From an optimization exercise on the open Yosys and OpenROAD flow, aimed at small area; shortcuts taken in it are not production practice. In this exercise RTL edits were held to simulation tests only and were not proved equivalent to the original. No driver is modelled on the clock port, so clocking that relies on it looks cheaper here than on a real chip. Power is estimated from default activity; no workload was simulated.

## flow/standard.sh

```bash
#!/bin/bash
# synth_recipe.tcl (not shown) runs the flow's synth.tcl, then flattens the netlist and writes it again
# the make line also repeats each setting of config.mk as NAME=value (left out here)
make -C /OpenROAD-flow-scripts/flow DESIGN_CONFIG=/design/flow/config.mk WORK_HOME=/design/flow/orfs CLKGATE_MAP_FILE= SYNTH_SCRIPT=/design/flow/synth_recipe.tcl "${@:-finish}"
```

## flow/flow/downsize.tcl

```tcl
# Replace each logic gate by the smallest cell of the same function
# (same name up to the drive-strength suffix). Registers, buffers and
# special cells are left alone. Later repair steps resize where needed.
set ds_map {
  sky130_fd_sc_hd__a2111o_2 sky130_fd_sc_hd__a2111o_1
  sky130_fd_sc_hd__a2111o_4 sky130_fd_sc_hd__a2111o_1
  sky130_fd_sc_hd__a2111oi_1 sky130_fd_sc_hd__a2111oi_0
  sky130_fd_sc_hd__a2111oi_2 sky130_fd_sc_hd__a2111oi_0
  sky130_fd_sc_hd__a2111oi_4 sky130_fd_sc_hd__a2111oi_0
  sky130_fd_sc_hd__a211o_2 sky130_fd_sc_hd__a211o_1
  sky130_fd_sc_hd__a211o_4 sky130_fd_sc_hd__a211o_1
  sky130_fd_sc_hd__a211oi_2 sky130_fd_sc_hd__a211oi_1
  sky130_fd_sc_hd__a211oi_4 sky130_fd_sc_hd__a211oi_1
  sky130_fd_sc_hd__a21bo_4 sky130_fd_sc_hd__a21bo_1
  sky130_fd_sc_hd__a21boi_2 sky130_fd_sc_hd__a21boi_0
  sky130_fd_sc_hd__a21boi_4 sky130_fd_sc_hd__a21boi_0
  sky130_fd_sc_hd__a21o_2 sky130_fd_sc_hd__a21o_1
  sky130_fd_sc_hd__a21o_4 sky130_fd_sc_hd__a21o_1
  sky130_fd_sc_hd__a21oi_2 sky130_fd_sc_hd__a21oi_1
  sky130_fd_sc_hd__a21oi_4 sky130_fd_sc_hd__a21oi_1
  sky130_fd_sc_hd__a221o_2 sky130_fd_sc_hd__a221o_1
  sky130_fd_sc_hd__a221o_4 sky130_fd_sc_hd__a221o_1
  sky130_fd_sc_hd__a221oi_2 sky130_fd_sc_hd__a221oi_1
  sky130_fd_sc_hd__a221oi_4 sky130_fd_sc_hd__a221oi_1
  sky130_fd_sc_hd__a22o_2 sky130_fd_sc_hd__a22o_1
  sky130_fd_sc_hd__a22o_4 sky130_fd_sc_hd__a22o_1
  sky130_fd_sc_hd__a22oi_2 sky130_fd_sc_hd__a22oi_1
  sky130_fd_sc_hd__a22oi_4 sky130_fd_sc_hd__a22oi_1
  sky130_fd_sc_hd__a2bb2o_2 sky130_fd_sc_hd__a2bb2o_1
  sky130_fd_sc_hd__a2bb2o_4 sky130_fd_sc_hd__a2bb2o_1
  sky130_fd_sc_hd__a2bb2oi_2 sky130_fd_sc_hd__a2bb2oi_1
  sky130_fd_sc_hd__a2bb2oi_4 sky130_fd_sc_hd__a2bb2oi_1
  sky130_fd_sc_hd__a311o_2 sky130_fd_sc_hd__a311o_1
  sky130_fd_sc_hd__a311o_4 sky130_fd_sc_hd__a311o_1
  sky130_fd_sc_hd__a311oi_2 sky130_fd_sc_hd__a311oi_1
  sky130_fd_sc_hd__a311oi_4 sky130_fd_sc_hd__a311oi_1
  sky130_fd_sc_hd__a31o_4 sky130_fd_sc_hd__a31o_1
  sky130_fd_sc_hd__a31oi_2 sky130_fd_sc_hd__a31oi_1
  sky130_fd_sc_hd__a31oi_4 sky130_fd_sc_hd__a31oi_1
  sky130_fd_sc_hd__a32o_2 sky130_fd_sc_hd__a32o_1
  sky130_fd_sc_hd__a32o_4 sky130_fd_sc_hd__a32o_1
  sky130_fd_sc_hd__a32oi_2 sky130_fd_sc_hd__a32oi_1
  sky130_fd_sc_hd__a32oi_4 sky130_fd_sc_hd__a32oi_1
  sky130_fd_sc_hd__a41o_2 sky130_fd_sc_hd__a41o_1
  sky130_fd_sc_hd__a41o_4 sky130_fd_sc_hd__a41o_1
  sky130_fd_sc_hd__a41oi_2 sky130_fd_sc_hd__a41oi_1
  sky130_fd_sc_hd__a41oi_4 sky130_fd_sc_hd__a41oi_1
  sky130_fd_sc_hd__and2_2 sky130_fd_sc_hd__and2_0
  sky130_fd_sc_hd__and2_4 sky130_fd_sc_hd__and2_0
  sky130_fd_sc_hd__and2b_2 sky130_fd_sc_hd__and2b_1
  sky130_fd_sc_hd__and2b_4 sky130_fd_sc_hd__and2b_1
  sky130_fd_sc_hd__and3_2 sky130_fd_sc_hd__and3_1
  sky130_fd_sc_hd__and3_4 sky130_fd_sc_hd__and3_1
  sky130_fd_sc_hd__and3b_2 sky130_fd_sc_hd__and3b_1
  sky130_fd_sc_hd__and3b_4 sky130_fd_sc_hd__and3b_1
  sky130_fd_sc_hd__and4_2 sky130_fd_sc_hd__and4_1
  sky130_fd_sc_hd__and4_4 sky130_fd_sc_hd__and4_1
  sky130_fd_sc_hd__and4b_2 sky130_fd_sc_hd__and4b_1
  sky130_fd_sc_hd__and4b_4 sky130_fd_sc_hd__and4b_1
  sky130_fd_sc_hd__and4bb_4 sky130_fd_sc_hd__and4bb_1
  sky130_fd_sc_hd__fa_2 sky130_fd_sc_hd__fa_1
  sky130_fd_sc_hd__fa_4 sky130_fd_sc_hd__fa_1
  sky130_fd_sc_hd__ha_2 sky130_fd_sc_hd__ha_1
  sky130_fd_sc_hd__ha_4 sky130_fd_sc_hd__ha_1
  sky130_fd_sc_hd__inv_4 sky130_fd_sc_hd__inv_1
  sky130_fd_sc_hd__inv_6 sky130_fd_sc_hd__inv_1
  sky130_fd_sc_hd__inv_8 sky130_fd_sc_hd__inv_1
  sky130_fd_sc_hd__inv_12 sky130_fd_sc_hd__inv_1
  sky130_fd_sc_hd__inv_16 sky130_fd_sc_hd__inv_1
  sky130_fd_sc_hd__maj3_2 sky130_fd_sc_hd__maj3_1
  sky130_fd_sc_hd__maj3_4 sky130_fd_sc_hd__maj3_1
  sky130_fd_sc_hd__mux2_4 sky130_fd_sc_hd__mux2_1
  sky130_fd_sc_hd__mux2_8 sky130_fd_sc_hd__mux2_1
  sky130_fd_sc_hd__mux2i_2 sky130_fd_sc_hd__mux2i_1
  sky130_fd_sc_hd__mux2i_4 sky130_fd_sc_hd__mux2i_1
  sky130_fd_sc_hd__mux4_4 sky130_fd_sc_hd__mux4_2
  sky130_fd_sc_hd__mux4_1 sky130_fd_sc_hd__mux4_2
  sky130_fd_sc_hd__nand2_2 sky130_fd_sc_hd__nand2_1
  sky130_fd_sc_hd__nand2_4 sky130_fd_sc_hd__nand2_1
  sky130_fd_sc_hd__nand2_8 sky130_fd_sc_hd__nand2_1
  sky130_fd_sc_hd__nand2b_2 sky130_fd_sc_hd__nand2b_1
  sky130_fd_sc_hd__nand2b_4 sky130_fd_sc_hd__nand2b_1
  sky130_fd_sc_hd__nand3_2 sky130_fd_sc_hd__nand3_1
  sky130_fd_sc_hd__nand3_4 sky130_fd_sc_hd__nand3_1
  sky130_fd_sc_hd__nand3b_2 sky130_fd_sc_hd__nand3b_1
  sky130_fd_sc_hd__nand3b_4 sky130_fd_sc_hd__nand3b_1
  sky130_fd_sc_hd__nand4_2 sky130_fd_sc_hd__nand4_1
  sky130_fd_sc_hd__nand4_4 sky130_fd_sc_hd__nand4_1
  sky130_fd_sc_hd__nand4b_2 sky130_fd_sc_hd__nand4b_1
  sky130_fd_sc_hd__nand4b_4 sky130_fd_sc_hd__nand4b_1
  sky130_fd_sc_hd__nand4bb_2 sky130_fd_sc_hd__nand4bb_1
  sky130_fd_sc_hd__nand4bb_4 sky130_fd_sc_hd__nand4bb_1
  sky130_fd_sc_hd__nor2_2 sky130_fd_sc_hd__nor2_1
  sky130_fd_sc_hd__nor2_4 sky130_fd_sc_hd__nor2_1
  sky130_fd_sc_hd__nor2_8 sky130_fd_sc_hd__nor2_1
  sky130_fd_sc_hd__nor2b_2 sky130_fd_sc_hd__nor2b_1
  sky130_fd_sc_hd__nor2b_4 sky130_fd_sc_hd__nor2b_1
  sky130_fd_sc_hd__nor3_2 sky130_fd_sc_hd__nor3_1
  sky130_fd_sc_hd__nor3_4 sky130_fd_sc_hd__nor3_1
  sky130_fd_sc_hd__nor3b_2 sky130_fd_sc_hd__nor3b_1
  sky130_fd_sc_hd__nor3b_4 sky130_fd_sc_hd__nor3b_1
  sky130_fd_sc_hd__nor4_2 sky130_fd_sc_hd__nor4_1
  sky130_fd_sc_hd__nor4_4 sky130_fd_sc_hd__nor4_1
  sky130_fd_sc_hd__nor4b_2 sky130_fd_sc_hd__nor4b_1
  sky130_fd_sc_hd__nor4b_4 sky130_fd_sc_hd__nor4b_1
  sky130_fd_sc_hd__nor4bb_2 sky130_fd_sc_hd__nor4bb_1
  sky130_fd_sc_hd__nor4bb_4 sky130_fd_sc_hd__nor4bb_1
  sky130_fd_sc_hd__o2111a_2 sky130_fd_sc_hd__o2111a_1
  sky130_fd_sc_hd__o2111a_4 sky130_fd_sc_hd__o2111a_1
  sky130_fd_sc_hd__o2111ai_2 sky130_fd_sc_hd__o2111ai_1
  sky130_fd_sc_hd__o2111ai_4 sky130_fd_sc_hd__o2111ai_1
  sky130_fd_sc_hd__o211a_4 sky130_fd_sc_hd__o211a_1
  sky130_fd_sc_hd__o211ai_2 sky130_fd_sc_hd__o211ai_1
  sky130_fd_sc_hd__o211ai_4 sky130_fd_sc_hd__o211ai_1
  sky130_fd_sc_hd__o21a_2 sky130_fd_sc_hd__o21a_1
  sky130_fd_sc_hd__o21a_4 sky130_fd_sc_hd__o21a_1
  sky130_fd_sc_hd__o21ai_2 sky130_fd_sc_hd__o21ai_0
  sky130_fd_sc_hd__o21ai_4 sky130_fd_sc_hd__o21ai_0
  sky130_fd_sc_hd__o21ba_4 sky130_fd_sc_hd__o21ba_1
  sky130_fd_sc_hd__o21bai_2 sky130_fd_sc_hd__o21bai_1
  sky130_fd_sc_hd__o21bai_4 sky130_fd_sc_hd__o21bai_1
  sky130_fd_sc_hd__o221a_4 sky130_fd_sc_hd__o221a_1
  sky130_fd_sc_hd__o221ai_2 sky130_fd_sc_hd__o221ai_1
  sky130_fd_sc_hd__o221ai_4 sky130_fd_sc_hd__o221ai_1
  sky130_fd_sc_hd__o22a_2 sky130_fd_sc_hd__o22a_1
  sky130_fd_sc_hd__o22a_4 sky130_fd_sc_hd__o22a_1
  sky130_fd_sc_hd__o22ai_2 sky130_fd_sc_hd__o22ai_1
  sky130_fd_sc_hd__o22ai_4 sky130_fd_sc_hd__o22ai_1
  sky130_fd_sc_hd__o2bb2a_2 sky130_fd_sc_hd__o2bb2a_1
  sky130_fd_sc_hd__o2bb2a_4 sky130_fd_sc_hd__o2bb2a_1
  sky130_fd_sc_hd__o2bb2ai_2 sky130_fd_sc_hd__o2bb2ai_1
  sky130_fd_sc_hd__o2bb2ai_4 sky130_fd_sc_hd__o2bb2ai_1
  sky130_fd_sc_hd__o311a_2 sky130_fd_sc_hd__o311a_1
  sky130_fd_sc_hd__o311a_4 sky130_fd_sc_hd__o311a_1
  sky130_fd_sc_hd__o311ai_2 sky130_fd_sc_hd__o311ai_0
  sky130_fd_sc_hd__o311ai_4 sky130_fd_sc_hd__o311ai_0
  sky130_fd_sc_hd__o31a_2 sky130_fd_sc_hd__o31a_1
  sky130_fd_sc_hd__o31a_4 sky130_fd_sc_hd__o31a_1
  sky130_fd_sc_hd__o31ai_2 sky130_fd_sc_hd__o31ai_1
  sky130_fd_sc_hd__o31ai_4 sky130_fd_sc_hd__o31ai_1
  sky130_fd_sc_hd__o32a_2 sky130_fd_sc_hd__o32a_1
  sky130_fd_sc_hd__o32a_4 sky130_fd_sc_hd__o32a_1
  sky130_fd_sc_hd__o32ai_2 sky130_fd_sc_hd__o32ai_1
  sky130_fd_sc_hd__o32ai_4 sky130_fd_sc_hd__o32ai_1
  sky130_fd_sc_hd__o41a_2 sky130_fd_sc_hd__o41a_1
  sky130_fd_sc_hd__o41a_4 sky130_fd_sc_hd__o41a_1
  sky130_fd_sc_hd__o41ai_2 sky130_fd_sc_hd__o41ai_1
  sky130_fd_sc_hd__o41ai_4 sky130_fd_sc_hd__o41ai_1
  sky130_fd_sc_hd__or2_4 sky130_fd_sc_hd__or2_0
  sky130_fd_sc_hd__or2b_2 sky130_fd_sc_hd__or2b_1
  sky130_fd_sc_hd__or2b_4 sky130_fd_sc_hd__or2b_1
  sky130_fd_sc_hd__or3_2 sky130_fd_sc_hd__or3_1
  sky130_fd_sc_hd__or3_4 sky130_fd_sc_hd__or3_1
  sky130_fd_sc_hd__or3b_4 sky130_fd_sc_hd__or3b_1
  sky130_fd_sc_hd__or4_2 sky130_fd_sc_hd__or4_1
  sky130_fd_sc_hd__or4_4 sky130_fd_sc_hd__or4_1
  sky130_fd_sc_hd__or4b_4 sky130_fd_sc_hd__or4b_1
  sky130_fd_sc_hd__or4bb_2 sky130_fd_sc_hd__or4bb_1
  sky130_fd_sc_hd__or4bb_4 sky130_fd_sc_hd__or4bb_1
  sky130_fd_sc_hd__sedfxbp_2 sky130_fd_sc_hd__sedfxbp_1
  sky130_fd_sc_hd__sedfxtp_2 sky130_fd_sc_hd__sedfxtp_1
  sky130_fd_sc_hd__sedfxtp_4 sky130_fd_sc_hd__sedfxtp_1
  sky130_fd_sc_hd__xnor2_2 sky130_fd_sc_hd__xnor2_1
  sky130_fd_sc_hd__xnor2_4 sky130_fd_sc_hd__xnor2_1
  sky130_fd_sc_hd__xnor3_2 sky130_fd_sc_hd__xnor3_1
  sky130_fd_sc_hd__xnor3_4 sky130_fd_sc_hd__xnor3_1
  sky130_fd_sc_hd__xor2_2 sky130_fd_sc_hd__xor2_1
  sky130_fd_sc_hd__xor2_4 sky130_fd_sc_hd__xor2_1
  sky130_fd_sc_hd__xor3_2 sky130_fd_sc_hd__xor3_1
  sky130_fd_sc_hd__xor3_4 sky130_fd_sc_hd__xor3_1
}
set ds_n 0
foreach inst [get_cells *] {
  set master [get_property $inst ref_name]
  if {[dict exists $ds_map $master]} {
    replace_cell [get_property $inst full_name] [dict get $ds_map $master]
    incr ds_n
  }
}
puts "downsize: replaced $ds_n cells"
```

## flow/constraint.sdc

```tcl
create_clock -name core_clock -period 10.0 [get_ports {clk}]
set_input_delay 2.0000 -clock core_clock [delete_from_list [all_inputs] [get_ports {clk}]]
set_output_delay 2.0000 -clock core_clock [all_outputs]
set_load 0.01 [all_outputs]
```

## flow/design.v

```verilog
module epdl_framer (
    input  wire        clk,
    input  wire        rst_n,
    input  wire        start,
    input  wire [1:0]  kind,
    input  wire        do_begin,
    input  wire        do_shift,
    input  wire        do_end,
    input  wire        pix,         
    input  wire        last_byte,   
    input  wire        spi_big,     
    input  wire [14:0] spi_f,       
    input  wire        idle_req,    
    input  wire        busy_sync,
    output wire [6:0]  byte_idx,
    output wire [2:0]  bit_idx,     
    input  wire        byte_dc,
    output reg         cs_n,
    output reg         dc,
    output wire        sck,
    output wire        done,
    output wire        smp_valid,   
    output wire        smp_begin,   
    output wire        timeout      
);
    localparam [1:0] K_TXN = 2'd0, K_WAIT = 2'd1, K_POLL = 2'd2, K_DELAY = 2'd3;
    localparam [3:0] E_IDLE = 4'd0,
                     E_CSW  = 4'd1,    
                     E_LOAD = 4'd2,    
                     E_LO   = 4'd3,    
                     E_HI   = 4'd4,    
                     E_HOLD = 4'd5,    
                     E_END  = 4'd6,    
                     E_CSH  = 4'd7,    
                     E_POLL = 4'd8,    
                     E_DLY  = 4'd9,    
                     E_DONE = 4'd10;   
    localparam [15:0] ACC0 = 16'd15536;
    reg [3:0]  st;
    reg [15:0] acc;
    reg [9:0]  cnt;
    assign byte_idx = cnt[9:3];
    assign bit_idx  = cnt[2:0];
    assign done     = (st == E_DONE);
    wire timed = (st == E_CSW) || (st == E_LO) || (st == E_HI) || (st == E_HOLD) ||
                 (st == E_CSH) || (st == E_DLY);
    wire dly   = (st == E_DLY);
    wire [15:0] step = dly ? ((kind == K_WAIT) ? 16'd200 : 16'd25) : {spi_f, 1'b0};
    wire [16:0] sum  = {1'b0, acc} + {1'b0, step};
    wire tick = (!dly && spi_big) || sum[16];
    wire st_start = (st == E_IDLE) && start;
    assign smp_begin = st_start && (kind == K_TXN) && do_begin;
    assign smp_valid = smp_begin || (st_start && kind == K_POLL) || (st == E_POLL);
    assign timeout   = dly && tick && (kind == K_WAIT) && (cnt == 10'd400);
    assign sck       = (st == E_HI);
    always @(posedge clk) begin
        acc <= (timed && !tick) ? sum[15:0] : ACC0;
        if (st_start)
            cnt <= {{7{pix && kind == K_TXN}}, 3'd0};
        else if ((st == E_HI && tick) || (st == E_POLL && busy_sync))
            cnt <= cnt + 10'd1;
    end
    always @(posedge clk or negedge rst_n) begin
        if (!rst_n) begin
            st   <= E_IDLE;
            cs_n <= 1'b1;
            dc   <= 1'b1;
        end else begin
            if (idle_req) begin
                cs_n <= 1'b1;
                dc   <= 1'b1;
            end
            case (st)
                E_IDLE: begin
                    if (start) begin
                        case (kind)
                            K_TXN: begin
                                if (do_begin) begin
                                    cs_n <= 1'b0;
                                    st   <= E_CSW;
                                end else if (do_shift)
                                    st <= E_LOAD;
                                else
                                    st <= E_END;
                            end
                            K_WAIT:  st <= E_POLL;
                            K_POLL:  st <= E_DONE;
                            default: st <= E_DLY;
                        endcase
                    end
                end
                E_CSW: begin
                    if (tick) begin
                        if (do_shift)
                            st <= E_LOAD;
                        else if (do_end)
                            st <= E_END;
                        else
                            st <= E_DONE;
                    end
                end
                E_LOAD: begin
                    dc <= byte_dc;
                    st <= E_LO;
                end
                E_LO: if (tick) st <= E_HI;
                E_HI: begin
                    if (tick)
                        st <= (cnt[2:0] == 3'd7) ? E_HOLD : E_LO;
                end
                E_HOLD: begin
                    if (tick) begin
                        if (!last_byte)
                            st <= E_LOAD;
                        else begin
                            dc <= 1'b1;
                            st <= do_end ? E_END : E_DONE;
                        end
                    end
                end
                E_END: begin
                    cs_n <= 1'b1;
                    st   <= E_CSH;
                end
                E_CSH: if (tick) st <= E_DONE;
                E_POLL: st <= busy_sync ? E_DLY : E_DONE;
                E_DLY: begin
                    if (tick)
                        st <= (kind == K_WAIT && cnt != 10'd400) ? E_POLL : E_DONE;
                end
                default: st <= E_IDLE;
            endcase
        end
    end
endmodule
module epdl_core (
    input  wire        clk,
    input  wire        rst_n,
    input  wire        op_valid,
    output wire        op_ready,
    input  wire [63:0] op_word,
    output reg         rsp_valid,
    output reg  [31:0] rsp_word,
    output reg         rsp_refused,
    output wire        cs_n,
    output wire        dc,
    output reg         epd_rst_n,
    output wire        sck,
    output wire        mosi,
    input  wire        busy
);
    localparam [7:0] THRESHOLD = 8'd7;
    localparam [31:0] SPI_HZ_DEFAULT = 32'd25000;
    localparam [7:0] OP_BUS_RESET = 8'h01, OP_BUS_INIT = 8'h02, OP_TXN_START = 8'h03,
                     OP_TXN_END = 8'h04, OP_WCMD = 8'h05, OP_WDATA = 8'h06,
                     OP_WCMD_T = 8'h07, OP_WDATA_T = 8'h08, OP_INIT = 8'h10,
                     OP_ENTER_FULL = 8'h11, OP_ENTER_PARTIAL = 8'h12,
                     OP_DRAW_PIXEL = 8'h13, OP_FILL = 8'h14, OP_UPDATE = 8'h15,
                     OP_UPDATE_PF = 8'h16, OP_IS_BUSY = 8'h17, OP_WAIT_BUSY = 8'h18,
                     OP_SET_ROTATION = 8'h19, OP_GET_PIXEL = 8'h1A, OP_READ_REG = 8'h1B,
                     OP_CLEAR_STATUS = 8'h1C;
    localparam integer F_NO_TXN = 0, F_REENTRANT = 1, F_UNMATCHED_END = 2, F_ROTATION = 3,
                       F_POWER_STATE = 4, F_WAIT_TIMEOUT = 5, F_UPDATE_DROPPED = 6,
                       F_ILLEGAL_OP = 7, F_NOT_INIT = 8, F_HAZ_BUSY = 9,
                       F_TXN_ABANDONED = 10, F_RESTORE = 11;
    localparam [3:0] SQ_PTR = 4'd0, SQ_AREA = 4'd1, SQ_LUTF = 4'd2, SQ_LUTP = 4'd3,
                     SQ_PIX = 4'd4, SQ_PON = 4'd5, SQ_UPDF = 4'd6, SQ_UPDP = 4'd7,
                     SQ_CFG = 4'd8,
                     SQ_R_START = 4'd9,     
                     SQ_R_END   = 4'd10,    
                     SQ_R_C     = 4'd11,    
                     SQ_R_D     = 4'd12,    
                     SQ_R_CT    = 4'd13,    
                     SQ_R_DT    = 4'd14;    
    localparam [1:0] K_TXN = 2'd0, K_WAIT = 2'd1, K_POLL = 2'd2, K_DELAY = 2'd3;
    localparam [3:0] U_FIN = 4'd0, U_TXN = 4'd1, U_WAIT = 4'd2, U_DLY = 4'd3,
                     U_CFGIDLE = 4'd4, U_RSTLO = 4'd5, U_RSTHI = 4'd6, U_NOP = 4'd7,
                     U_JMP = 4'd8, U_CALL = 4'd9, U_RET = 4'd10, U_EM = 4'd11,
                     U_NOTINIT = 4'd12, U_PFCHK = 4'd13, U_PFEND = 4'd14, U_POLL = 4'd15;
    localparam [1:0] C_ALWAYS = 2'd0, C_NOT_INITOP = 2'd1, C_PWRON = 2'd2, C_FULL = 2'd3;
    localparam [5:0] PC_BUS_INIT = 6'd0, PC_BUS_RESET = 6'd1, PC_ENTER_FULL = 6'd10,
                     PC_ENTER_PARTIAL = 6'd12, PC_UPDATE = 6'd14, PC_UPDATE_PF = 6'd16,
                     PC_EM1 = 6'd24, PC_EM0 = 6'd29, PC_DU = 6'd37, PC_WAIT_BUSY = 6'd60,
                     PC_IS_BUSY = 6'd62, PC_DIV = 6'd46;
    function [7:0] lut_full(input [6:0] i);    
        case (i[4:0])
            5'd1:  lut_full = 8'h02; 5'd2:  lut_full = 8'h02; 5'd3:  lut_full = 8'h01;
            5'd4:  lut_full = 8'h11; 5'd5:  lut_full = 8'h12; 5'd6:  lut_full = 8'h12;
            5'd7:  lut_full = 8'h22; 5'd8:  lut_full = 8'h22; 5'd9:  lut_full = 8'h66;
            5'd10: lut_full = 8'h69; 5'd11: lut_full = 8'h69; 5'd12: lut_full = 8'h59;
            5'd13: lut_full = 8'h58; 5'd14: lut_full = 8'h99; 5'd15: lut_full = 8'h99;
            5'd16: lut_full = 8'h88; 5'd21: lut_full = 8'hF8; 5'd22: lut_full = 8'hB4;
            5'd23: lut_full = 8'h13; 5'd24: lut_full = 8'h51; 5'd25: lut_full = 8'h35;
            5'd26: lut_full = 8'h51; 5'd27: lut_full = 8'h51; 5'd28: lut_full = 8'h19;
            5'd29: lut_full = 8'h01;
            default: lut_full = 8'h00;
        endcase
    endfunction
    function [7:0] lut_part(input [6:0] i);    
        case (i[4:0])
            5'd1:  lut_part = 8'h10; 5'd2:  lut_part = 8'h18; 5'd3:  lut_part = 8'h18;
            5'd4:  lut_part = 8'h08; 5'd5:  lut_part = 8'h18; 5'd6:  lut_part = 8'h18;
            5'd7:  lut_part = 8'h08; 5'd21: lut_part = 8'h13; 5'd22: lut_part = 8'h14;
            5'd23: lut_part = 8'h44; 5'd24: lut_part = 8'h12;
            default: lut_part = 8'h00;
        endcase
    endfunction
    function [8:0] cfg_byte(input [3:0] i);    
        case (i)
            4'd0:  cfg_byte = {1'b0, 8'h01};
            4'd1:  cfg_byte = {1'b1, 8'h0F};
            4'd2:  cfg_byte = {1'b1, 8'h00};
            4'd3:  cfg_byte = {1'b1, 8'h00};
            4'd4:  cfg_byte = {1'b0, 8'h0C};
            4'd5:  cfg_byte = {1'b1, 8'hD7};
            4'd6:  cfg_byte = {1'b1, 8'hD6};
            4'd7:  cfg_byte = {1'b1, 8'h9D};
            4'd8:  cfg_byte = {1'b0, 8'h2C};
            4'd9:  cfg_byte = {1'b1, 8'hA8};
            4'd10: cfg_byte = {1'b0, 8'h3A};
            4'd11: cfg_byte = {1'b1, 8'h1A};
            4'd12: cfg_byte = {1'b0, 8'h3B};
            4'd13: cfg_byte = {1'b1, 8'h08};
            4'd14: cfg_byte = {1'b0, 8'h11};
            default: cfg_byte = {1'b1, 8'h03};
        endcase
    endfunction
    localparam [2:0] S_IDLE = 3'd0, S_DEC_R = 3'd1, S_DEC_F = 3'd2, S_DEC_X = 3'd3,
                     S_DIV = 3'd4, S_RUN = 3'd5, S_WAITF0 = 3'd6, S_WAITF = 3'd7;
    localparam [2:0] RK_ZERO = 3'd0, RK_EM = 3'd1, RK_UPD = 3'd2, RK_UPF = 3'd3,
                     RK_WAIT = 3'd4, RK_ISB = 3'd5, RK_PIX = 3'd6, RK_REG = 3'd7;
    reg [2:0]  state;
    reg [5:0]  pc;
    reg [5:0]  pc_nxt;
    reg [5:0]  ret_pc;
    wire [7:0] raw_byte = {ret_pc[4:0], fc, fb, fa};
    reg [2:0]  rk;
    reg        fa, fb, fc;      
    reg [31:0] spi_hz;
    reg [2:0]  count;
    reg        initialized;
    reg        full_mode;
    reg        power_on;
    reg [1:0]  rotation;
    reg [11:0] status;
    reg        busy_last;
    reg        busy_s1, busy_s2;
    reg [1:0]  f_kind;
    reg [3:0]  f_seq;
    reg        f_idle;
    wire [6:0] f_idx;
    wire [2:0] f_bit;
    wire       f_done, f_smp_valid, f_smp_begin, f_timeout;
    wire txn_open = ~cs_n;
    wire accept   = (state == S_IDLE) && op_valid;
    assign op_ready = (state == S_IDLE);
    wire [63:0] w   = op_word;
    wire [7:0]  opc = w[63:56];
    reg legal;
    always @(*) begin
        case (opc)
            OP_BUS_RESET, OP_TXN_START, OP_TXN_END, OP_ENTER_FULL, OP_ENTER_PARTIAL,
            OP_UPDATE, OP_UPDATE_PF, OP_IS_BUSY, OP_WAIT_BUSY:
                legal = (w[55:0] == 56'd0);
            OP_WCMD, OP_WDATA, OP_WCMD_T, OP_WDATA_T, OP_READ_REG, OP_SET_ROTATION:
                legal = (w[55:8] == 48'd0);
            OP_BUS_INIT:
                legal = (w[55:32] == 24'd0);
            OP_INIT:
                legal = (w[55:33] == 23'd0) &&
                        (w[32] ? (w[7:3] == 5'd0 && w[31:16] == 16'd0)
                               : (w[31:0] == 32'd0));
            OP_DRAW_PIXEL:
                legal = (w[55:48] == 8'd0);
            OP_GET_PIXEL:
                legal = (w[55:48] == 8'd0) && (w[15:0] == 16'd0);
            OP_FILL:
                legal = (w[55:16] == 40'd0);
            OP_CLEAR_STATUS:
                legal = (w[55:12] == 44'd0);
            default:
                legal = 1'b0;
        endcase
    end
    wire [15:0] px_x = w[47:32];
    wire [15:0] px_y = w[31:16];
    wire in_range = (px_x[15:5] == 11'd0) && (px_y[15:5] == 11'd0) &&
                    (rotation[0] ? !px_x[4] : !px_y[4]);
    reg [4:0] phys_x;
    reg [3:0] phys_y;
    always @(*) begin
        case (rotation)
            2'd0: begin phys_x = px_x[4:0];  phys_y = px_y[3:0];  end
            2'd1: begin phys_x = ~px_y[4:0]; phys_y = px_x[3:0];  end
            2'd2: begin phys_x = ~px_x[4:0]; phys_y = ~px_y[3:0]; end
            default: begin phys_x = px_y[4:0]; phys_y = ~px_x[3:0]; end
        endcase
    end
    wire [8:0] buf_addr = op_ready ? {phys_y, phys_x} : {f_idx[5:0], f_bit};
    wire       buf_bit;
    wire do_fill = accept && legal && (opc == OP_FILL);
    wire do_draw = accept && legal && (opc == OP_DRAW_PIXEL) && in_range;
    epdl_pixbuf u_buf (
        .clk(clk),
        .fill(do_fill),
        .draw(do_draw),
        .addr(buf_addr),
        .fill_byte(w[7:0]),
        .color(w[15:0] != 16'd0),
        .rd(buf_bit)
    );
    reg       b_dc;
    reg [7:0] b_data;
    reg       b_last;
    reg       b_pix;    
    always @(*) begin
        b_dc   = 1'b1;
        b_data = 8'h00;
        b_pix  = 1'b0;
        case (f_seq)
            SQ_CFG: {b_dc, b_data} = cfg_byte(f_idx[3:0]);
            SQ_AREA: begin
                case (f_idx[2:0])
                    3'd0: begin b_dc = 1'b0; b_data = 8'h44; end
                    3'd2: b_data = 8'h03;
                    3'd3: begin b_dc = 1'b0; b_data = 8'h45; end
                    3'd6: b_data = 8'h0F;
                    default: b_data = 8'h00;
                endcase
            end
            SQ_PTR: begin
                case (f_idx[2:0])
                    3'd0: begin b_dc = 1'b0; b_data = 8'h4E; end
                    3'd2: begin b_dc = 1'b0; b_data = 8'h4F; end
                    default: b_data = 8'h00;
                endcase
            end
            SQ_LUTF: begin
                if (f_idx == 7'd0) begin b_dc = 1'b0; b_data = 8'h32; end
                else b_data = lut_full(f_idx);
            end
            SQ_LUTP: begin
                if (f_idx == 7'd0) begin b_dc = 1'b0; b_data = 8'h32; end
                else b_data = lut_part(f_idx);
            end
            SQ_PON: begin
                case (f_idx[1:0])
                    2'd0: begin b_dc = 1'b0; b_data = 8'h22; end
                    2'd1: b_data = 8'hC0;
                    default: begin b_dc = 1'b0; b_data = 8'h20; end
                endcase
            end
            SQ_UPDF, SQ_UPDP: begin
                case (f_idx[1:0])
                    2'd0: begin b_dc = 1'b0; b_data = 8'h22; end
                    2'd1: b_data = (f_seq == SQ_UPDF) ? 8'hC4 : 8'h04;
                    2'd2: begin b_dc = 1'b0; b_data = 8'h20; end
                    default: begin b_dc = 1'b0; b_data = 8'hFF; end
                endcase
            end
            SQ_PIX: begin
                if (f_idx[6]) begin b_dc = 1'b0; b_data = 8'h24; end
                else b_pix = 1'b1;
            end
            SQ_R_C, SQ_R_CT: begin b_dc = 1'b0; b_data = raw_byte; end
            default: begin b_dc = 1'b1; b_data = raw_byte; end
        endcase
        case (f_seq)
            SQ_CFG:           b_last = (f_idx == 7'd16);
            SQ_AREA:          b_last = (f_idx == 7'd8);
            SQ_PTR:           b_last = (f_idx == 7'd5);
            SQ_LUTF, SQ_LUTP: b_last = (f_idx == 7'd31);
            SQ_PON:           b_last = (f_idx == 7'd3);
            SQ_UPDF, SQ_UPDP: b_last = (f_idx == 7'd4);
            SQ_PIX:           b_last = (f_idx == 7'd64);
            default:          b_last = (f_idx == 7'd1);
        endcase
    end
    assign mosi = b_pix ? buf_bit : b_data[~f_bit];
    wire f_raw   = (f_seq >= SQ_R_START);
    wire f_begin = !f_raw || f_seq == SQ_R_START || f_seq == SQ_R_CT || f_seq == SQ_R_DT;
    wire f_shift = !f_raw || f_seq == SQ_R_C || f_seq == SQ_R_D ||
                   f_seq == SQ_R_CT || f_seq == SQ_R_DT;
    wire f_end   = !f_raw || f_seq == SQ_R_END || f_seq == SQ_R_CT || f_seq == SQ_R_DT;
    reg [31:0] reg_val;
    always @(*) begin
        case ({fc, fb, fa})
            3'd0: reg_val = {14'd0, busy_last, txn_open, 4'd0, status};
            3'd1: reg_val = {16'd0, 5'd0, count, 5'd0, power_on, full_mode, initialized};
            3'd2: reg_val = 32'h1E03_0709;
            3'd3: reg_val = 32'h0010_0020;
            3'd4: reg_val = {30'd0, rotation};
            3'd5: reg_val = spi_hz;
            default: reg_val = 32'd64;
        endcase
    end
    always @(*) begin
        rsp_word = 32'd0;
        case (rk)
            RK_EM:   rsp_word[1:0] = {fb, fa};
            RK_UPD:  rsp_word[1:0] = {fb, 1'b1};
            RK_UPF:  rsp_word[2:0] = {fa, fb, 1'b1};
            RK_WAIT: rsp_word[1:0] = {fb, ~fb};
            RK_ISB:  rsp_word[0]   = busy_last;
            RK_PIX:  begin rsp_word[0] = fa; rsp_word[8] = fb; end
            RK_REG:  rsp_word = reg_val;
            default: rsp_word = 32'd0;
        endcase
    end
    wire [7:0]  uinst;
    epdl_ucode u_ucode (.pc(pc), .uinst(uinst));
    wire [3:0]  u_op  = uinst[7:4];
    wire [3:0]  u_arg = uinst[3:0];
    wire [5:0]  u_jmp = pc + ((u_arg[1:0] == 2'd1) ? 6'd7 : (u_arg[1:0] == 2'd2) ? 6'd2 : 6'd3);
    wire [5:0]  u_sub = (u_arg[1:0] == 2'd0) ? PC_EM1 : (u_arg[1:0] == 2'd1) ? PC_EM0 : PC_DU;
    reg cond;
    always @(*) begin
        case (u_arg[3:2])
            C_NOT_INITOP: cond = !fa;
            C_PWRON:      cond = power_on;
            C_FULL:       cond = full_mode;
            default:      cond = 1'b1;
        endcase
    end
    wire bus_init_go = (w[31:0] != 32'd0);
    always @(posedge clk or negedge rst_n) begin
        if (!rst_n) begin
            state       <= S_IDLE;
            spi_hz      <= SPI_HZ_DEFAULT;
            count       <= 3'd0;
            initialized <= 1'b0;
            full_mode   <= 1'b1;
            power_on    <= 1'b0;
            rotation    <= 2'd0;
            status      <= 12'd0;
            busy_last   <= 1'b1;
            busy_s1     <= 1'b1;
            busy_s2     <= 1'b1;
            epd_rst_n   <= 1'b1;
            rsp_valid   <= 1'b0;
            f_idle      <= 1'b0;
        end else begin
            busy_s1   <= busy;
            busy_s2   <= busy_s1;
            rsp_valid <= 1'b0;
            f_idle    <= 1'b0;
            if (f_smp_valid) begin
                busy_last <= busy_s2;
                if (f_smp_begin && busy_s2)
                    status[F_HAZ_BUSY] <= 1'b1;
            end
            if (f_timeout)
                status[F_WAIT_TIMEOUT] <= 1'b1;
            case (state)
                S_IDLE: begin
                    if (op_valid) begin
                        state <= S_DEC_R;
                        if (!legal)
                            status[F_ILLEGAL_OP] <= 1'b1;
                        else begin
                            case (opc)
                                OP_BUS_RESET: begin
                                    initialized <= 1'b0;
                                    power_on    <= 1'b0;
                                    state       <= S_DEC_X;
                                end
                                OP_BUS_INIT: begin
                                    if (!bus_init_go)
                                        status[F_ILLEGAL_OP] <= 1'b1;
                                    else begin
                                        spi_hz      <= w[31:0];
                                        initialized <= 1'b0;
                                        power_on    <= 1'b0;
                                        if (txn_open)
                                            status[F_TXN_ABANDONED] <= 1'b1;
                                        state <= S_DIV;
                                    end
                                end
                                OP_INIT: begin
                                    initialized <= 1'b0;
                                    power_on    <= w[32] & w[2];
                                    if (w[32]) begin
                                        full_mode <= w[1];
                                        if (w[15:8] > THRESHOLD) begin
                                            status[F_RESTORE] <= 1'b1;
                                            count <= THRESHOLD[2:0];
                                        end else
                                            count <= w[10:8];
                                    end
                                    if (txn_open)
                                        status[F_TXN_ABANDONED] <= 1'b1;
                                    state <= S_DEC_X;
                                end
                                OP_TXN_START, OP_WCMD_T, OP_WDATA_T: begin
                                    if (txn_open)
                                        status[F_REENTRANT] <= 1'b1;
                                    else
                                        state <= S_DEC_F;
                                end
                                OP_TXN_END: begin
                                    if (!txn_open)
                                        status[F_UNMATCHED_END] <= 1'b1;
                                    else
                                        state <= S_DEC_F;
                                end
                                OP_WCMD, OP_WDATA: begin
                                    if (!txn_open)
                                        status[F_NO_TXN] <= 1'b1;
                                    else
                                        state <= S_DEC_F;
                                end
                                OP_ENTER_FULL, OP_ENTER_PARTIAL, OP_UPDATE, OP_UPDATE_PF: begin
                                    if (txn_open)
                                        status[F_REENTRANT] <= 1'b1;
                                    else
                                        state <= S_DEC_X;
                                end
                                OP_IS_BUSY, OP_WAIT_BUSY:
                                    state <= S_DEC_X;
                                OP_SET_ROTATION: begin
                                    if (w[7:0] >= 8'd4)
                                        status[F_ROTATION] <= 1'b1;
                                    else
                                        rotation <= w[1:0];
                                end
                                OP_READ_REG: begin
                                    if (w[7:0] >= 8'd7)
                                        status[F_ILLEGAL_OP] <= 1'b1;
                                end
                                OP_CLEAR_STATUS:
                                    status <= status & ~w[11:0];
                                default: ;
                            endcase
                        end
                    end
                end
                S_DEC_R: begin
                    rsp_valid <= 1'b1;
                    state     <= S_IDLE;
                end
                S_DEC_F: begin
                    state <= S_WAITF0;
                end
                S_DEC_X: state <= S_RUN;
                S_DIV: begin
                    if (pc == 6'd63)
                        state <= S_RUN;
                end
                S_RUN: begin
                    case (u_op)
                        U_FIN: begin
                            rsp_valid <= 1'b1;
                            state     <= S_IDLE;
                        end
                        U_TXN: begin
                            if (u_arg == SQ_PON) begin
                                if (power_on) status[F_POWER_STATE] <= 1'b1;
                                power_on <= 1'b1;
                            end
                            state <= S_WAITF0;
                        end
                        U_WAIT, U_DLY, U_POLL: begin
                            state <= S_WAITF0;
                        end
                        U_CFGIDLE: f_idle <= 1'b1;
                        U_RSTLO:   epd_rst_n <= 1'b0;
                        U_RSTHI:   epd_rst_n <= 1'b1;
                        U_EM: begin
                            if (!(full_mode == u_arg[0] && initialized)) begin
                                initialized <= 1'b1;
                                full_mode   <= u_arg[0];
                            end
                        end
                        U_NOTINIT: begin
                            if (!initialized)
                                status[F_NOT_INIT] <= 1'b1;
                        end
                        U_PFCHK: begin
                            if (count < 3'd6)
                                count <= count + 3'd1;
                        end
                        U_PFEND: count <= 3'd0;
                        default: ;
                    endcase
                end
                S_WAITF0: state <= S_WAITF;
                S_WAITF: begin
                    if (f_done) begin
                        if (f_raw && f_kind == K_TXN) begin
                            rsp_valid <= 1'b1;
                            state     <= S_IDLE;
                        end else
                            state <= S_RUN;
                    end
                end
                default: state <= S_IDLE;
            endcase
        end
    end
    always @(posedge clk) begin
        if (accept) begin
            rsp_refused <= 1'b0;
            rk <= RK_ZERO;
            fa <= 1'b0;
            fb <= 1'b0;
            fc <= 1'b0;
            f_kind <= K_TXN;
            ret_pc[4:0] <= w[7:3];
            if (!legal)
                rsp_refused <= 1'b1;
            else begin
                case (opc)
                    OP_BUS_INIT: begin
                        if (!bus_init_go) rsp_refused <= 1'b1;
                    end
                    OP_INIT: begin
                        fa <= 1'b1;
                    end
                    OP_TXN_START, OP_WCMD_T, OP_WDATA_T: begin
                        if (txn_open) rsp_refused <= 1'b1;
                        {fc, fb, fa} <= w[2:0];
                        f_seq <= (opc == OP_TXN_START) ? SQ_R_START :
                                 (opc == OP_WCMD_T) ? SQ_R_CT : SQ_R_DT;
                    end
                    OP_TXN_END: begin
                        if (!txn_open) rsp_refused <= 1'b1;
                        f_seq <= SQ_R_END;
                    end
                    OP_WCMD, OP_WDATA: begin
                        if (!txn_open) rsp_refused <= 1'b1;
                        {fc, fb, fa} <= w[2:0];
                        f_seq <= (opc == OP_WCMD) ? SQ_R_C : SQ_R_D;
                    end
                    OP_ENTER_FULL, OP_ENTER_PARTIAL, OP_UPDATE, OP_UPDATE_PF: begin
                        if (txn_open) rsp_refused <= 1'b1;
                        else begin
                            case (opc)
                                OP_ENTER_FULL, OP_ENTER_PARTIAL: rk <= RK_EM;
                                OP_UPDATE:                       rk <= RK_UPD;
                                default:                         rk <= RK_UPF;
                            endcase
                        end
                    end
                    OP_IS_BUSY:   rk <= RK_ISB;
                    OP_WAIT_BUSY: rk <= RK_WAIT;
                    OP_GET_PIXEL: begin
                        rk <= RK_PIX;
                        fa <= in_range & buf_bit;
                        fb <= !in_range;
                    end
                    OP_READ_REG: begin
                        if (w[7:0] >= 8'd7) rsp_refused <= 1'b1;
                        else begin
                            rk <= RK_REG;
                            {fc, fb, fa} <= w[2:0];
                        end
                    end
                    default: ;
                endcase
            end
        end else begin
            if (f_timeout)
                fb <= 1'b1;
            if (state == S_RUN) begin
                    case (u_op)
                        U_TXN: begin
                            f_kind <= K_TXN;
                            f_seq  <= u_arg;
                        end
                        U_WAIT:  f_kind <= K_WAIT;
                        U_DLY:   f_kind <= K_DELAY;
                        U_POLL:  f_kind <= K_POLL;
                        U_CALL:  ret_pc <= pc + 6'd1;
                        U_EM: begin
                            if (!(full_mode == u_arg[0] && initialized))
                                fa <= 1'b1;
                        end
                        U_PFCHK: begin
                            if (count >= 3'd6)
                                fa <= 1'b1;
                        end
                        default: ;
                    endcase
            end
        end
    end
    always @(*) begin
        pc_nxt = pc;
        case (state)
            S_IDLE: begin
                case (opc)
                    OP_BUS_RESET:     pc_nxt = PC_BUS_RESET;
                    OP_BUS_INIT:      pc_nxt = PC_DIV;
                    OP_INIT:          pc_nxt = PC_BUS_INIT;
                    OP_ENTER_FULL:    pc_nxt = PC_ENTER_FULL;
                    OP_ENTER_PARTIAL: pc_nxt = PC_ENTER_PARTIAL;
                    OP_UPDATE:        pc_nxt = PC_UPDATE;
                    OP_UPDATE_PF:     pc_nxt = PC_UPDATE_PF;
                    OP_IS_BUSY:       pc_nxt = PC_IS_BUSY;
                    default:          pc_nxt = PC_WAIT_BUSY;
                endcase
            end
            S_DIV: pc_nxt = pc + 6'd1;
            S_RUN: begin
                pc_nxt = pc + 6'd1;
                case (u_op)
                    U_JMP:   if (cond) pc_nxt = u_jmp;
                    U_CALL:  pc_nxt = u_sub;
                    U_RET:   pc_nxt = ret_pc;
                    U_EM:    if (full_mode == u_arg[0] && initialized) pc_nxt = ret_pc;
                    U_PFCHK: if (count < 3'd6) pc_nxt = PC_UPDATE;
                    default: ;
                endcase
            end
            default: ;
        endcase
    end
    always @(posedge clk or negedge rst_n) begin
        if (!rst_n)
            pc <= 6'd0;
        else
            pc <= pc_nxt;
    end
    epdl_framer u_framer (
        .clk(clk),
        .rst_n(rst_n),
        .start(state == S_WAITF0),
        .kind(f_kind),
        .do_begin(f_begin),
        .do_shift(f_shift),
        .do_end(f_end),
        .pix(f_seq == SQ_PIX),
        .last_byte(b_last),
        .spi_big(spi_hz >= 32'd25000),
        .spi_f(spi_hz[14:0]),
        .idle_req(f_idle),
        .busy_sync(busy_s2),
        .byte_idx(f_idx),
        .bit_idx(f_bit),
        .byte_dc(b_dc),
        .cs_n(cs_n),
        .dc(dc),
        .sck(sck),
        .done(f_done),
        .smp_valid(f_smp_valid),
        .smp_begin(f_smp_begin),
        .timeout(f_timeout)
    );
endmodule
module epdl_pixbuf (
    input  wire       clk,
    input  wire       fill,
    input  wire       draw,
    input  wire [8:0] addr,
    input  wire [7:0] fill_byte,
    input  wire       color,
    output wire       rd
);
    reg [511:0] pbuf;
    wire [3:0] ry = addr[8:5];
    wire [4:0] cx = addr[4:0];
    wire [15:0] rowhot = 16'd1 << ry;
    wire [31:0] colhot = 32'd1 << cx;
    wire [31:0] colv;
    wire [31:0] d;
    genvar i, c;
    generate
        for (c = 0; c < 32; c = c + 1) begin : g_col
            wire [15:0] bits;
            for (i = 0; i < 16; i = i + 1) begin : g_r
                assign bits[i] = pbuf[i*32 + c];
            end
            epdl_aor16 u_rd (.a(bits), .s(rowhot), .y(colv[c]));
            assign d[c] = fill ? fill_byte[7 - (c % 8)] : (colhot[c] ? color : colv[c]);
        end
        for (i = 0; i < 512; i = i + 1) begin : g_bit
            always @(posedge clk)
                if (fill | (draw & rowhot[i / 32]))
                    pbuf[i] <= d[i % 32];
        end
    endgenerate
    assign rd = |(colv & colhot);
endmodule
module epdl_aor16 (input wire [15:0] a, input wire [15:0] s, output wire y);
    assign y = |(a & s);
endmodule
module epdl_ucode (input wire [5:0] pc, output reg [7:0] uinst);
    localparam [3:0] SQ_PTR = 4'd0, SQ_AREA = 4'd1, SQ_LUTF = 4'd2, SQ_LUTP = 4'd3,
                     SQ_PIX = 4'd4, SQ_PON = 4'd5, SQ_UPDF = 4'd6, SQ_UPDP = 4'd7,
                     SQ_CFG = 4'd8;
    localparam [3:0] U_FIN = 4'd0, U_TXN = 4'd1, U_WAIT = 4'd2, U_DLY = 4'd3,
                     U_CFGIDLE = 4'd4, U_RSTLO = 4'd5, U_RSTHI = 4'd6, U_NOP = 4'd7,
                     U_JMP = 4'd8, U_CALL = 4'd9, U_RET = 4'd10, U_EM = 4'd11,
                     U_NOTINIT = 4'd12, U_PFCHK = 4'd13, U_PFEND = 4'd14, U_POLL = 4'd15;
    localparam [1:0] C_ALWAYS = 2'd0, C_NOT_INITOP = 2'd1, C_PWRON = 2'd2, C_FULL = 2'd3;
    localparam [1:0] J3 = 2'd0, J7 = 2'd1, J2 = 2'd2;
    localparam [3:0] S_EM1 = 4'd0, S_EM0 = 4'd1, S_DU = 4'd2;
    always @(*) begin
        case (pc)
            6'd0:  uinst = {U_CFGIDLE, 4'd0};    
            6'd1:  uinst = {U_RSTLO,   4'd0};    
            6'd2:  uinst = {U_DLY,     4'd0};
            6'd3:  uinst = {U_RSTHI,   4'd0};
            6'd4:  uinst = {U_DLY,     4'd0};
            6'd5:  uinst = {U_NOP,     4'd0};
            6'd6:  uinst = {U_JMP,     C_NOT_INITOP, J3};    
            6'd7:  uinst = {U_TXN,     SQ_CFG};
            6'd8:  uinst = {U_NOP,     4'd0};
            6'd9:  uinst = {U_FIN,     4'd0};
            6'd10: uinst = {U_CALL,    S_EM1};   
            6'd11: uinst = {U_FIN,     4'd0};
            6'd12: uinst = {U_CALL,    S_EM0};   
            6'd13: uinst = {U_FIN,     4'd0};
            6'd14: uinst = {U_CALL,    S_DU};    
            6'd15: uinst = {U_FIN,     4'd0};
            6'd16: uinst = {U_PFCHK,   4'd0};    
            6'd17: uinst = {U_CALL,    S_DU};
            6'd18: uinst = {U_CALL,    S_EM1};
            6'd19: uinst = {U_WAIT,    4'd0};
            6'd20: uinst = {U_CALL,    S_DU};
            6'd21: uinst = {U_CALL,    S_EM0};
            6'd22: uinst = {U_PFEND,   4'd0};
            6'd23: uinst = {U_FIN,     4'd0};
            6'd24: uinst = {U_EM,      4'd1};    
            6'd25: uinst = {U_TXN,     SQ_AREA};
            6'd26: uinst = {U_TXN,     SQ_PTR};
            6'd27: uinst = {U_TXN,     SQ_LUTF};
            6'd28: uinst = {U_JMP,     C_ALWAYS, J3};        
            6'd29: uinst = {U_EM,      4'd0};    
            6'd30: uinst = {U_TXN,     SQ_LUTP};
            6'd31: uinst = {U_TXN,     SQ_PON};
            6'd32: uinst = {U_WAIT,    4'd0};
            6'd33: uinst = {U_JMP,     C_ALWAYS, J3};        
            6'd36: uinst = {U_RET,     4'd0};
            6'd37: uinst = {U_NOP,     4'd0};    
            6'd38: uinst = {U_NOTINIT, 4'd0};
            6'd39: uinst = {U_JMP,     C_PWRON, J3};         
            6'd40: uinst = {U_TXN,     SQ_PON};
            6'd41: uinst = {U_WAIT,    4'd0};
            6'd42: uinst = {U_JMP,     C_FULL, J3};          
            6'd43: uinst = {U_TXN,     SQ_AREA};
            6'd44: uinst = {U_TXN,     SQ_PTR};
            6'd45: uinst = {U_WAIT,    4'd0};
            6'd46: uinst = {U_TXN,     SQ_PIX};
            6'd47: uinst = {U_JMP,     C_FULL, J7};          
            6'd48: uinst = {U_TXN,     SQ_UPDP};
            6'd49: uinst = {U_TXN,     SQ_AREA};
            6'd50: uinst = {U_TXN,     SQ_PTR};
            6'd51: uinst = {U_WAIT,    4'd0};
            6'd52: uinst = {U_TXN,     SQ_PIX};
            6'd53: uinst = {U_JMP,     C_ALWAYS, J2};        
            6'd54: uinst = {U_TXN,     SQ_UPDF};
            6'd55: uinst = {U_WAIT,    4'd0};
            6'd56: uinst = {U_JMP,     C_ALWAYS, J3};        
            6'd59: uinst = {U_RET,     4'd0};
            6'd60: uinst = {U_WAIT,    4'd0};    
            6'd61: uinst = {U_FIN,     4'd0};
            6'd62: uinst = {U_POLL,    4'd0};    
            default: uinst = {U_FIN,   4'd0};
        endcase
    end
endmodule
```

## flow/flow/run.sh

```bash
#!/bin/bash
# The standard layout (the standard.sh: standard synthesis unchanged,
# then ORFS floorplan .. finish), with three changes to how the layout is
# built:
#  - after the floorplan, every logic gate is replaced by the smallest cell
#    of the same function (flow/downsize.tcl); the later repair steps size
#    cells up again where slew, capacitance or timing need it;
#  - the port buffers are the smallest buffer cell;
#  - clock tree synthesis uses the clustering of config.mk and adds no
#    dummy loads;
#  - after clock tree synthesis, cells that no path needs at their size
#    are sized down again (flow/recover.tcl).
# The standard flow's whole output is in standard.log here; ORFS's own
# per-step logs are under orfs/logs/.
set -euo pipefail
here=$(pwd)
export POST_FLOORPLAN_TCL="$here/flow/downsize.tcl"
export POST_CTS_TCL="$here/flow/recover.tcl"
export BUFFER_PORTS_ARGS="-buffer_cell sky130_fd_sc_hd__buf_1"
export CTS_ARGS="-sink_clustering_enable -repair_clock_nets -sink_clustering_size 16 -sink_clustering_max_diameter 60 -buf_list sky130_fd_sc_hd__clkbuf_8 -dont_use_dummy_load"
bash standard.sh > standard.log 2>&1
```

## flow/config.mk

```make
export PLATFORM = sky130hd
export DESIGN_NAME = epdl_core
export DESIGN_NICKNAME = epdl_core
export VERILOG_FILES = /design/flow/design.v
export SDC_FILE = /design/flow/constraint.sdc
export NUM_CORES = 4
export LEC_CHECK = 0
export CAP_MARGIN = 0
export CORE_MARGIN = 2
export CORE_UTILIZATION = 50
export CTS_BUF_LIST = sky130_fd_sc_hd__clkbuf_8
export CTS_CLUSTER_DIAMETER = 60
export CTS_CLUSTER_SIZE = 16
export SLEW_MARGIN = 0
export SYNTH_HIERARCHICAL = 1
```

## flow/flow/recover.tcl

```tcl
# After clock tree synthesis: give back drive strength that no path needs,
# then legalize the placement again.
repair_timing -recover_power 100 -setup_margin 0.2
detailed_placement
```

==> summary.md, run 1 <==
| Metric | Value |
|---|---|
| Status | failed layout checks |
| Violated checks | max-capacitance violations, max-slew violations |
| Worst flop-to-flop path startpoint | state[0]$_DFFE_PN0P_ |
| Die height | 253 µm |
| Skew final | 0.132 ns |
| Vias per Instance | 6.54 |
| Setup TNS | 0 ns |
| Initial antenna violation count | 2 |
| Period minus WS final | 8.50 ns |
| Largest net degree at the start of global routing | 58 |
| Post-synth ARST share | 0.116 |
| Later-pin clock latency in the skew report | 0.72 ns |
| Final estimated routing congestion in global placement | 0.923 |
| Final setup viols | 0 |
| Syn Inst Count | 2,420 |
| # IOs | 108 |
| Worst slew margin | -0.00933 |
| Primary FF master, synth | edfxtp_1 |
| Nets | 2,663 |
| Total track usage | 0.285 |
| Crit end category | output pin |
| Post-synth EDFFs | 536 |
| Synth top area share | 0.518 |
| LEAKAGE | 0.0109 µW |
| Via Count | 22,100 |
| Crit Path Category | in -> out |
| Syn Nets | 2,536 |
| Hpwl dp | 59.7 mm |
| Hold Slack | 0.357 ns |
| Synth top area cells | edfxtp_1 (52%), a221oi_2 (6.2%), dfrtp_1 (4.8%) |
| Crit-path leading delay family | simple AND/OR/NAND/NOR gates |
| CP max stage delay | 1.05 ns |
| Final Util | 0.529 |
| First-pass GRT wire length | 137 mm |
| Syn_area_per_cell | 12.8 µm² |
| RSZ-0062 raised after global routing | false |
| Synth-to-layout area growth | 4.93% |
| Post-synth cell types | 101 |
| Worst Max-Slew Pin Slew | 1.51 ns |
| Number of global-route vias before repair | 21,400 |
| CP max stage cell | nor2_4 |
| Fill cells | 5,234 |
| Initial core utilization | 0.505 |
| DR pass1 iterations | 6 |
| Yosys reg bits | 630 |
| Reg clk slew, reported paths | 0.06 ns |
| Die width | 253 µm |
| PortBufs | 107 |
| Worst Path Required | 8.00 ns |
| Yosys top cell by area | edfxtp_1 |
| Max-Cap Viols | 1 |
| Iter 0 DRT Violations | 2,142 |
| Hold Crit Start | busy_s1$_DFF_PN1_ |
| Pwr dens | 270 mW/mm² |
| GRT overflow | 0 |
| FP Rows | 91 |
| Dpl ws | 1.59 ns |
| Max FO, Critical Path | 32 |
| Cell area after synthesis | 0.0311 mm² |
| CTS tree | done |
| Placeable Area | 0.0616 mm² |
| Synth Warn # | 10 |
| Setup ws final | 1.50 ns |
| HP Class | reg -> reg |
| CP Cell Sequence | buf_1, mux2i_1, xor2_1, o21ai_0, nand2_1, nor2_4, a22o_1, a221oi_1, nand4_1, mux2i_1, a2111oi_0, o31ai_1, nand4_1, a211o_1, inv_1, a2bb2oi_1, buf_1 |
| F_max | 0.118 GHz |
| Post-Route WL | 92.2 mm |
| Setup crit start kind | primary input |
| Share of cells above drive strength 1 | 0.0770 |
| Wire per inst | 27.2 µm |
| CP Buf/Inv Count | 3 |
| Crit path launch | op_word[33] |
| Final-report max-slew violation count | 17 |
| Drc violations | 0 |
| Top-count cell post-synth | edfxtp_1 |
| Seq/Total Area, Yosys | 0.591 |
| Post-synth top cells | edfxtp_1 (536), nand2_1 (169), nor2_1 (143) |
| Critical Path AT | 6.50 ns |
| Cell area after layout | 0.0326 mm² |
| Antenna Nets Post-Route | 0 |
| Final cycle utilization of the critical path | 0.850 |
| Placement Cell Area | 0.0318 mm² |
| Final hold vios | 0 |
| Clock sink count | 630 |
| Die area | 0.0642 mm² |
| Worst vdd ir | 0.000163 V |
## worst paths after layout
path / end / slack, ns / cells after the start
worst min register to register: busy_s2$_DFF_PN1_ / 0.36 / 0
worst min-delay path: busy_s2$_DFF_PN1_ / 0.36 / 0
max in group asynchronous: spi_hz[12]$_DFFE_PN0P_ / 6.81 / 2
min in group asynchronous: status[4]$_DFFE_PN0P_ / 1.52 / 1
worst max register to register: u_buf.pbuf[90]$_DFFE_PP_ / 4.16 / 12
worst max-delay path: mosi / 1.50 / 17
## layout make-up
type                            instances  area (µm²)  share of cell area
Inverter                               57         214             0.00656
Timing Repair Buffer                  186        1070              0.0329
Multi-Input combinational cell       1619       11200               0.343
Clock buffer                           53         729              0.0224
Sequential cell                       630       18400               0.563
Antenna cell                            2        5.00            0.000153
Tap cell                              837        1050              0.0321
## cells by family (layout without fill, tap and decap cells)
logic type               count (synthesis)  in the layout  share of synthesized area
AND/OR/NAND/NOR                        689            689                      0.114
other                                    0              2                          0
adder cells (fa/ha/maj)                 48             48                     0.0196
XOR/XNOR                                39             39                     0.0110
multiplexers                           105            105                     0.0413
buffers and inverters                  171            296                     0.0240
flip-flops                             630            630                      0.591
AO/OA/AOI/OAI                          738            738                      0.199
## layer usage
metal / wire length [µm] / vias up / share of wire / GRT usage
met5: 0 / - / 0 / 0
met4: 3030 / 0 / 0.033 / 0.0943
met1: 37100 / 11100 / 0.40 / 0.373
li1: - / 9855 / - / -
met3: 6770 / 175 / 0.073 / 0.0443
met2: 45300 / 1002 / 0.49 / 0.486
## flip-flops by register name (all words and copies together) (netlist names), 4 cells and up
signal / flops
u_buf.pbuf: 512
f_seq: 4
u_framer.acc: 16
status: 12
ret_pc: 6
spi_hz: 32
u_framer.cnt: 10
u_framer.st: 4
pc: 6
## report_power, final
| group | total [µW] | internal [µW] | switching [µW] |
|---|---|---|---|
| logic | 3510 | 997 | 2510 |
| clock network | 1280 | 471 | 809 |
| registers | 4010 | 3820 | 191 |
## per-module statistics from Yosys, one instance, submodules excluded
module | cells inside | times used | flip-flops and latches | area [µm²]
epdl_pixbuf | 751 | 1 | 512 | 16800
epdl_core | 990 | 1 | 86 | 7890
epdl_framer | 287 | 1 | 32 | 2390
epdl_ucode | 104 | 1 | 0 | 761
epdl_aor16 | 9 | 32 | 0 | 101
## placed cells by master (no fill, tap or decap), drive strengths merged, types with 60 or more instances in the layout
cell    Yosys  routed
nor2      143     143
dfrtp      60      60
edfxtp    536     536
a21oi     131     131
nand2     171     171
clkbuf     80      84
a22o      133     133
a221oi    137     137
buf        34     155
o21ai     121     121
## metrics by stage
step                power (µW)  cells
global placement          7470   3313
floorplan                 6410   2420
finish                    8800   3384
detailed placement        7540   3313
global route              9220   3383
==> run 2: changes to the inputs <==
--- a/flow/flow/run.sh
+++ b/flow/flow/run.sh
@@ -7,15 +7,12 @@
 #    cells up again where slew, capacitance or timing need it;
 #  - the port buffers are the smallest buffer cell;
 #  - clock tree synthesis uses the clustering of config.mk and adds no
-#    dummy loads;
-#  - after clock tree synthesis, cells that no path needs at their size
-#    are sized down again (flow/recover.tcl).
+#    dummy loads.
 # The standard flow's whole output is in standard.log here; ORFS's own
 # per-step logs are under orfs/logs/.
 set -euo pipefail
 here=$(pwd)
 export POST_FLOORPLAN_TCL="$here/flow/downsize.tcl"
-export POST_CTS_TCL="$here/flow/recover.tcl"
 export BUFFER_PORTS_ARGS="-buffer_cell sky130_fd_sc_hd__buf_1"
 export CTS_ARGS="-sink_clustering_enable -repair_clock_nets -sink_clustering_size 16 -sink_clustering_max_diameter 60 -buf_list sky130_fd_sc_hd__clkbuf_8 -dont_use_dummy_load"
 bash standard.sh > standard.log 2>&1
==> flow/config.mk (replaced) <==
export PLATFORM = sky130hd
export DESIGN_NAME = epdl_core
export DESIGN_NICKNAME = epdl_core
export VERILOG_FILES = /design/flow/design.v
export SDC_FILE = /design/flow/constraint.sdc
export NUM_CORES = 4
export LEC_CHECK = 0
export CAP_MARGIN = 20
export CORE_MARGIN = 2
export CORE_UTILIZATION = 65
export CTS_BUF_LIST = sky130_fd_sc_hd__clkbuf_8
export CTS_CLUSTER_DIAMETER = 60
export CTS_CLUSTER_SIZE = 16
export SLEW_MARGIN = 20
export SYNTH_HIERARCHICAL = 1
removed: flow/flow/recover.tcl
==> summary.md, run 2 <==
| Metric | Value |
|---|---|
| Status | no timing/DRC/antenna violations |
| Initial core utilization | 0.655 |
| Antenna Nets Post-Route | 0 |
| Synth Warn # | 10 |
| Number of global-route vias before repair | 21,400 |
| Largest net degree at the start of global routing | 74 |
| Area of the multi-input gates | 0.0113 mm² |
| Post-Layout Cell Count | 3,138 |
| Drc violations | 0 |
| Total track usage | 0.349 |
| DR pass1 iterations | 7 |
| Die height | 223 µm |
| Cts hold-fix bufs | 0 |
| Synth top area cells | edfxtp_1 (52%), a221oi_2 (6.2%), dfrtp_1 (4.8%) |
| Crit end category | output pin |
| Reg area | 0.0184 mm² |
| Synth top area share | 0.518 |
| Post-synth EDFFs | 536 |
| Setup crit start kind | primary input |
| Placement Cell Area | 0.0314 mm² |
| Post-synth ARST share | 0.116 |
| Post-Route WL | 87.8 mm |
| Period minus WS final | 8.80 ns |
| Top Registers | u_buf.pbuf: 512 flops, spi_hz: 32 flops, u_framer.acc: 16 flops |
| Pwr dens | 274 mW/mm² |
| RSZ-0062 raised after global routing | false |
| Post-synth top cells | edfxtp_1 (536), nand2_1 (169), nor2_1 (143) |
| Final-report max-slew violation count | 0 |
| First-pass GRT wire length | 131 mm |
| Commonest non-fill, non-tap cell in the layout | edfxtp_1 |
| Final estimated routing congestion in global placement | 0.960 |
| Die area | 0.0496 mm² |
| FP Rows | 80 |
| Top-count cell post-synth | edfxtp_1 |
| Crit Path Category | in -> out |
| Primary FF master, synth | edfxtp_1 |
| CTS tree | done |
| Initial antenna violation count | 0 |
| Post-synth cell types | 101 |
| Later-pin clock latency in the skew report | 0.68 ns |
| Syn Nets | 2,536 |
| Synth-to-layout area growth | 3.85% |
| Critical Path AT | 6.80 ns |
| Yosys top cell by area | edfxtp_1 |
| F_max | 0.114 GHz |
| Root Buffer | clkbuf_8 |
| Worst Path Required | 8.00 ns |
| # IOs | 108 |
| Syn_area_per_cell | 12.8 µm² |
| GRT overflow | 0 |
| Clock sink count | 630 |
| # diodes | 0 |
| PortBufs | 107 |
| HP Class | reg -> reg |
| Dpl cells | 3,084 |
| Worst Max-Slew Pin Slew | 1.24 ns |
| Post_cts resized | 0 |
| Die width | 223 µm |
| Most frequent cells in the layout | edfxtp_1 (536), nand2_1 (171), a221oi_1 (137), a22o_1 (133), nor2_1 (131) |
| Wire per inst | 28.0 µm |
| Iter 0 DRT Violations | 2,955 |
| Cell area after layout | 0.0323 mm² |
| Vias per Instance | 7.21 |
| H-tree depth | 2 |
| Final hold vios | 0 |
| Hpwl dp | 56.3 mm |
| Largest register FFs | 512 |
| Biggest register | u_buf.pbuf |
| Setup TNS | 0 ns |
| Clock Path Buffers | 3 |
| Final cycle utilization of the critical path | 0.880 |
| LEAKAGE | 0.0109 µW |
| Fill cells | 3,479 |
| Worst slew margin | 0.174 |
| Worst vdd ir | 0.000213 V |
| Skew final | 0.107 ns |
| Seq/Total Area, Yosys | 0.591 |
| Share of cells above drive strength 1 | 0.0824 |
| Via Count | 22,600 |
| Yosys reg bits | 630 |
| Total CTS buffers | 50 |
| Reg clk slew, reported paths | 0.06 ns |
| Nets | 2,641 |
| Syn Inst Count | 2,420 |
| Max-Cap Viols | 0 |
| Final setup viols | 0 |
| Cell area after synthesis | 0.0311 mm² |
| Max FO, Critical Path | 32 |
| Placeable Area | 0.0474 mm² |
| Post-CTS Setup Inserts | 0 |
run 2: cell counts after synthesis:
No cell type changed its count.
run 2: per-layer routing:
layer	routed length, µm	global-route usage
met4	4060	0.150
met2	41400	0.560
met1	34000	0.477
met3	8290	0.0569
met5	0	0
run 2: per-stage QoR:
stage	total power, µW	setup WS, ns	util	hold WS, ns
global route	9210	1.14	0.680	0.363
CTS	8720	1.39	0.677	0.360
finish	8830	1.20	0.680	0.359
floorplan	6410	0.793	-	0.345
detailed placement	7540	1.43	0.663	0.351
global placement	7440	1.55	0.662	0.346
run 2: worst paths after layout:
check	slack, ns	to	from	depth (start not counted)
max in group asynchronous	7.94	busy_s2$_DFF_PN1_	rst_n	3
worst min-delay path	0.36	busy_s2$_DFF_PN1_	busy_s1$_DFF_PN1_	0
worst min register to register	0.36	busy_s2$_DFF_PN1_	busy_s1$_DFF_PN1_	0
min in group asynchronous	1.36	pc[3]$_DFFE_PN0P_	rst_n	2
worst max-delay path	1.20	mosi	op_word[17]	17
worst max register to register	4.07	fa$_SDFFCE_PN1P_	state[0]$_DFFE_PN0P_	16
run 2: critical path, cell delays in order:
cell,delay [ns]
buf_1,0.22
mux2i_1,0.14
xor2_1,0.17
o21ai_0,0.51
nand2b_1,0.59
nor2_4,1.06
a22o_1,0.25
a221oi_1,0.05
nand4_1,0.17
mux2i_1,0.09
a2111oi_0,0.46
o31ai_1,0.15
nand4_1,0.14
a211o_1,0.25
inv_1,0.09
a2bb2oi_1,0.20
buf_1,0.18
run 2: cell families after synthesis:
family	share of synthesized area
adders and majority gates	0.0196
and+or+nand+nor	0.114
DFF	0.591
muxes	0.0413
AOI/OAI and AO/OA	0.199
xor gates and xnor gates	0.0110
buffers and inverters	0.0240
run 2: area by class of cell:
| cell class | count | area share |
|---|---|---|
| Clock buffer | 50 | 0.0213 |
| Multi-Input combinational cell | 1619 | 0.350 |
| Sequential cell | 630 | 0.569 |
| Timing Repair Buffer | 167 | 0.0290 |
| Tap cell | 615 | 0.0238 |
| Inverter | 57 | 0.00663 |
run 2: Yosys stat by module (local to each module, per instance):
module	cell area, µm²	flops+latches	copies in the design
epdl_aor16	101	0	32
epdl_ucode	761	0	1
epdl_pixbuf	16800	512	1
epdl_core	7890	86	1
epdl_framer	2390	32	1
run 2: power by group:
part	total, µW	switching [µW]	internal [µW]	leakage, µW
clock network	1210	768	446	0.000359
logic	3640	2560	1080	0.00461
registers	3980	173	3800	0.00591
total	8830	3500	5330	0.0109

==> re-timing with driven ports <==
No port has a modelled driver above. Below, the same layouts with a new extraction and two added sets of constraints.
Step 1: set_driving_cell puts a clkbuf_16 on clk and a buf_2 on each other input, an assumption about the parent block.
Step 2 also shifts input and output timing later by t, the mid clock arrival at the registers, as if the neighbouring blocks saw the same clock.
Three values: ideal ports, drivers, drivers and shift; two values: the first two.
| run | t (ns) | setup WS [ns] | slew at the worst register clock pin (ns) |
|---|---|---|---|
| run 1 | 0.715 | 1.501 / 1.470 / 1.470 | 0.10 / 0.10 |
| run 2 | 0.687 | 1.201 / 1.175 / 1.175 | 0.10 / 0.10 |
For run 1, which loses most, drivers alone change the setup slack by -0.031 ns; drivers and shift together by -0.031 ns.
